This design comes from an exercise in tuning for small area, a short achievable clock period and few clock cycles on the open sky130 flow, not from production work.
The RTL of this run was laid out without a check of its function.

<file path="design.v">
module perm_table (
    input  wire        clk,
    input  wire        rst,         
    input  wire        start,
    input  wire [63:0] seed,
    input  wire        wr_en,
    input  wire [7:0]  wr_index,
    input  wire [7:0]  wr_data,
    input  wire [8:0]  rd_index,
    output reg  [7:0]  rd_data,
    output wire        busy,
    output reg         done
);
    localparam [63:0] GAMMA = 64'h9E3779B97F4A7C15;
    localparam [63:0] MULT1 = 64'hBF58476D1CE4E5B9;
    localparam [63:0] MULT2 = 64'h94D049BB133111EB;
    localparam [2:0] S_IDLE = 3'd0,
                     S_MIX1 = 3'd1,
                     S_MIX2 = 3'd2,
                     S_IDX  = 3'd3,
                     S_SWAP = 3'd4;
    reg [2:0]  state;
    reg [63:0] rng_s;       
    reg [63:0] mix;         
    reg [7:0]  i_idx;       
    reg [7:0]  j_idx;       
    reg [2047:0] table_q;
    assign busy = (state != S_IDLE);
    wire [63:0] s_next  = rng_s + GAMMA;
    wire [63:0] mix1    = (s_next ^ (s_next >> 30)) * MULT1;
    wire [63:0] mix2    = (mix ^ (mix >> 27)) * MULT2;
    wire [63:0] rnd     = mix ^ (mix >> 31);
    wire [8:0]  i_plus1 = {1'b0, i_idx} + 9'd1;
    wire [72:0] prod_j  = rnd * i_plus1;
    wire [7:0]  j_draw  = prod_j[71:64];
    wire [7:0]  t_i = table_q[8*i_idx +: 8];
    wire [7:0]  t_j = table_q[8*j_idx +: 8];
    always @(posedge clk) begin
        if (rst) begin
            state <= S_IDLE;
            done  <= 1'b0;
            rng_s <= 64'd0;
            mix   <= 64'd0;
            i_idx <= 8'd0;
            j_idx <= 8'd0;
        end else begin
            done <= 1'b0;
            case (state)
                S_IDLE: begin
                    if (start) begin
                        rng_s <= seed;
                        i_idx <= 8'd255;
                        state <= S_MIX1;
                    end
                end
                S_MIX1: begin
                    rng_s <= s_next;
                    mix   <= mix1;
                    state <= S_MIX2;
                end
                S_MIX2: begin
                    mix   <= mix2;
                    state <= S_IDX;
                end
                S_IDX: begin
                    j_idx <= j_draw;
                    state <= S_SWAP;
                end
                S_SWAP: begin
                    if (i_idx == 8'd1) begin
                        state <= S_IDLE;
                        done  <= 1'b1;
                    end else begin
                        i_idx <= i_idx - 8'd1;
                        state <= S_MIX1;
                    end
                end
                default: state <= S_IDLE;
            endcase
        end
    end
    genvar g;
    generate
        for (g = 0; g < 256; g = g + 1) begin : g_entry
            always @(posedge clk) begin
                if (rst || (state == S_IDLE && start))
                    table_q[8*g +: 8] <= g;
                else if (state == S_SWAP && i_idx == g)
                    table_q[8*g +: 8] <= t_j;
                else if (state == S_SWAP && j_idx == g)
                    table_q[8*g +: 8] <= t_i;
                else if (state == S_IDLE && wr_en && wr_index == g)
                    table_q[8*g +: 8] <= wr_data;
            end
        end
    endgenerate
    always @(posedge clk) begin
        if (rd_index[8])
            rd_data <= table_q[7:0];
        else
            rd_data <= table_q[8*rd_index[7:0] +: 8];
    end
endmodule
</file>
<file path="run.sh">
#!/bin/bash
# synth_recipe.tcl (not shown) runs the flow's synth.tcl, then flattens the netlist and writes it again
# the make line also repeats each setting of config.mk as NAME=value (left out here)
make -C /OpenROAD-flow-scripts/flow DESIGN_CONFIG=/design/flow/config.mk WORK_HOME=/design/flow/orfs CLKGATE_MAP_FILE= SYNTH_SCRIPT=/design/flow/synth_recipe.tcl finish
</file>
<file path="config.mk">
export PLATFORM = sky130hd
export DESIGN_NAME = perm_table
export DESIGN_NICKNAME = perm_table
export VERILOG_FILES = /design/flow/design.v
export SDC_FILE = /design/flow/constraint.sdc
export NUM_CORES = 8
export LEC_CHECK = 0
export CAP_MARGIN = 20
export CORE_MARGIN = 2
export CORE_UTILIZATION = 22
export PLACE_DENSITY = 0.4
export SLEW_MARGIN = 20
</file>
<file path="constraint.sdc">
create_clock -name core_clock -period 14.0 [get_ports {clk}]
set_input_delay 2.8000 -clock core_clock [delete_from_list [all_inputs] [get_ports {clk}]]
set_output_delay 2.8000 -clock core_clock [all_outputs]
set_load 0.01 [all_outputs]
</file>
==> key figures <==
Synth
  • Avg Inst Size Synth: 9.07 um2
  • Net count after synthesis: 30.3k
  • Ys flop type: dfxtp_1
  • Synth top area cells: mux4_2 18%, dfxtp_1 18%, fa_1 17%
  • Sequential share of the synthesized area: 18.1%
  • Total of warnings raised by yosys: 1
  • Top-area cell type share of the netlist area: 18.1%
  • Synthesized cell area: 244000 um2
  • EDFF count, synth: 0
  • Flops & latches, synth: 2204
  • Cell taking the most area after synthesis: mux4_2
  • Asr flop ratio synth: 0%
  • Synth unique cells: 98
  • Mapped Cells: 26.9k

Timing
  • Final setup vio count: 0
  • Tcrit/Tclk final: 95.6%
  • Clock skew: 109 ps
  • Worst relative slew slack: 9.02%
  • Final Critical Period: 13380 ps
  • Final hold violations: 0
  • Setup WS post-layout: 619 ps
  • Fmax: 74.7 MHz
  • Slew @ Worst Pin: 1360 ps
  • Post-route setup TNS: 0 ps
  • RSZ-0062 raised after global routing: no
  • Pins Over Slew Limit: 0

Clock network
  • CTS Sinks: 2204
  • Clock transition at the registers of the reported paths: 60 ps
  • Cts bufs inserted: 322
  • Setup bufs post-CTS: 0
  • # resized after CTS: 0
  • Root buffer selected by CTS: clkbuf_16
  • Worst-Skew Late Latency: 1060 ps
  • Clk buf depth: 5
  • Post-CTS Hold Buffers: 0
  • CTS tree: built
  • CTS HTree Levels: 5

Floorplanning
  • Die height: 1.06 mm
  • I/O pins: 103
  • Rows: 386
  • Initial Util: 22.1%
  • Core region area: 1110000 um2
  • Area of the die: 1120000 um2
  • Die X: 1.06 mm

Place
  • HPWL Detailed: 958 mm
  • Pre-CTS WS: 601 ps
  • IO Port Bufs: 102
  • Gpl congestion: 0.970
  • Post-DP Area: 262000 um2

Drt
  • First-pass DRT Iterations: 8
  • Via count: 227k
  • WL/cell: 33.6 um
  • Vias per cell: 5.57
  • Drt drc: 0
  • Post-route ant nets: 0
  • Total wire length: 1370 mm
  • Initial DRC count: 28.9k

Setup path
  • Crit path max fanout: 8
  • Setup crit start kind: register
  • Slack of the worst reg-to-reg path: 620 ps
  • CP most frequent cell: fa_1
  • Critical path's slowest cell: or4_4
  • Largest stage delay on the critical path: 600 ps
  • R2R Path Start: rng_s[24]$_SDFFE_PP0P_
  • Worst Setup EP: mix[62]$_SDFFE_PP0P_
  • CP endpoint kind: register
  • Worst path arrival time: 14310 ps
  • FF-to-FF path depth: 43
  • WS Path Type: register to register
  • Critical Path Start: rng_s[24]$_SDFFE_PP0P_
  • Critical Path RT: 14930 ps
  • Worst R2R End: mix[62]$_SDFFE_PP0P_

Global routing
  • Largest net degree at the start of global routing: 148
  • Total track usage: 23.7%
  • GRT overflow: 0
  • Initial antenna violation count: 177
  • First-pass GRT wire length: 1870 mm
  • Vias in the first global route: 211k

Final layout
  • Leading cell type in the layout, fill and taps excluded: nand2_1
  • Fill cells: 119k
  • Most frequent cells in the layout: 3757 x nand2_1, 3710 x o211ai_1, 2814 x inv_1, 2196 x dfxtp_1, 2109 x fa_1
  • Final core occ: 24.7%
  • Layout cells sized above 1: 13.9%
  • Reg area: 44100 um2
  • P&R area growth vs syn: 11.7%
  • Multi-input logic area: 181000 um2
  • Design area: 273000 um2
  • Final #Nets: 29.0k

Job
  • Max_cap viols: 0

Min path
  • Hold path cells: 2
  • Worst hold path type: register to register

Run status
  • Outcome: finished clean
-- flip-flops by register name (all words and copies together) (netlist names) --
register / cells
mix: 64
rng_s: 64
state: 3
rd_data: 8
done: 1
i_idx: 8
j_idx: 8
table_q: 2048
-- Yosys cell counts, types with 221 or more instances --
cell      count
o221ai_1    316
nand2_1    3781
clkbuf_1   2080
o211ai_1   3710
o21ai_1    1550
ha_1       1168
nor2_1     1952
a21oi_1     484
mux4_2     1961
buf_1       221
dfxtp_1    2204
inv_1      2814
o21ai_0     564
fa_1       2109
xnor2_1     318
-- logic make-up after synthesis --
group / synth area share, %
adders and majority gates: 23.3
xor gates and xnor gates: 1.92
and+or+nand+nor: 10.2
buffers and inverters: 8.34
DFF: 18.1
muxes: 18.2
AOI/OAI and AO/OA: 19.9
-- stage by stage --
step	instances	hold slack, ps
5_1_grt	40600	520
6_report	40800	481
3_5_place_dp	40100	472
3_3_place_gp	40000	475
2_1_floorplan	26900	449
4_1_cts	40600	479
-- layout make-up --
class	instances	share of cell area, %
diodes	174	0.160
clock buffers	468	3.41
clock inverters	74	0.261
inverters	2834	3.91
multi-input cells	19300	66.3
flip-flops and latches	2204	16.2
well taps	14700	6.77
repair buffers	937	2.98
-- per-layer routing --
layer | up-vias | GRT usage, % | wire, um
met5 | - | 0 | 575
met2 | 13600 | 35.3 | 591000
met4 | 84 | 13.1 | 85000
li1 | 94000 | - | -
met3 | 2803 | 6.65 | 140000
met1 | 117000 | 31.0 | 555000
-- worst max-delay path, delay by kind of cell (launching register included) --
family                   cells  cell delay (ps)
AO/OA/AOI/OAI               11             3290
XOR/XNOR                     3             1030
adder cells (fa/ha/maj)     11             5080
buffers and inverters       10             1400
flip-flops                   1              380
AND/OR/NAND/NOR              8             2060
-- worst min path at each step --
stage / from / end / slack, ps
after floorplan: rng_s[50]$_SDFFE_PP0P_ / rng_s[50]$_SDFFE_PP0P_ / 450
after global placement: rng_s[50]$_SDFFE_PP0P_ / rng_s[50]$_SDFFE_PP0P_ / 480
final: rng_s[50]$_SDFFE_PP0P_ / rng_s[50]$_SDFFE_PP0P_ / 480
after global routing: rng_s[50]$_SDFFE_PP0P_ / rng_s[50]$_SDFFE_PP0P_ / 520
after CTS: rng_s[50]$_SDFFE_PP0P_ / rng_s[50]$_SDFFE_PP0P_ / 480
after detailed placement: rng_s[50]$_SDFFE_PP0P_ / rng_s[50]$_SDFFE_PP0P_ / 470

==> afterwards: timing with drivers on the ports <==
No port has a modelled driver above. Below, the same layout with a new extraction and two added sets of constraints.
Step 1 assumes that a clkbuf_16 drives the clock port and a buf_2 every other input.
Step 2 times the ports against the registers' clock, not the clock port: input delays grow and output delays shrink by t, the midpoint of the rising clock arrivals with the driver on.
Slacks: ideal / step 1 / step 2; pairs: ideal / step 1.
t, ns: 1.177
setup WS [ns]: 0.619 / 0.619 / 0.619
worst data-port slew with drivers (ns): 0.25
pins driven straight from the clock port: 1
After both steps this run still meets setup and hold. For this run, drivers alone change the setup slack by 0.000 ns; drivers and shift together by 0.000 ns.
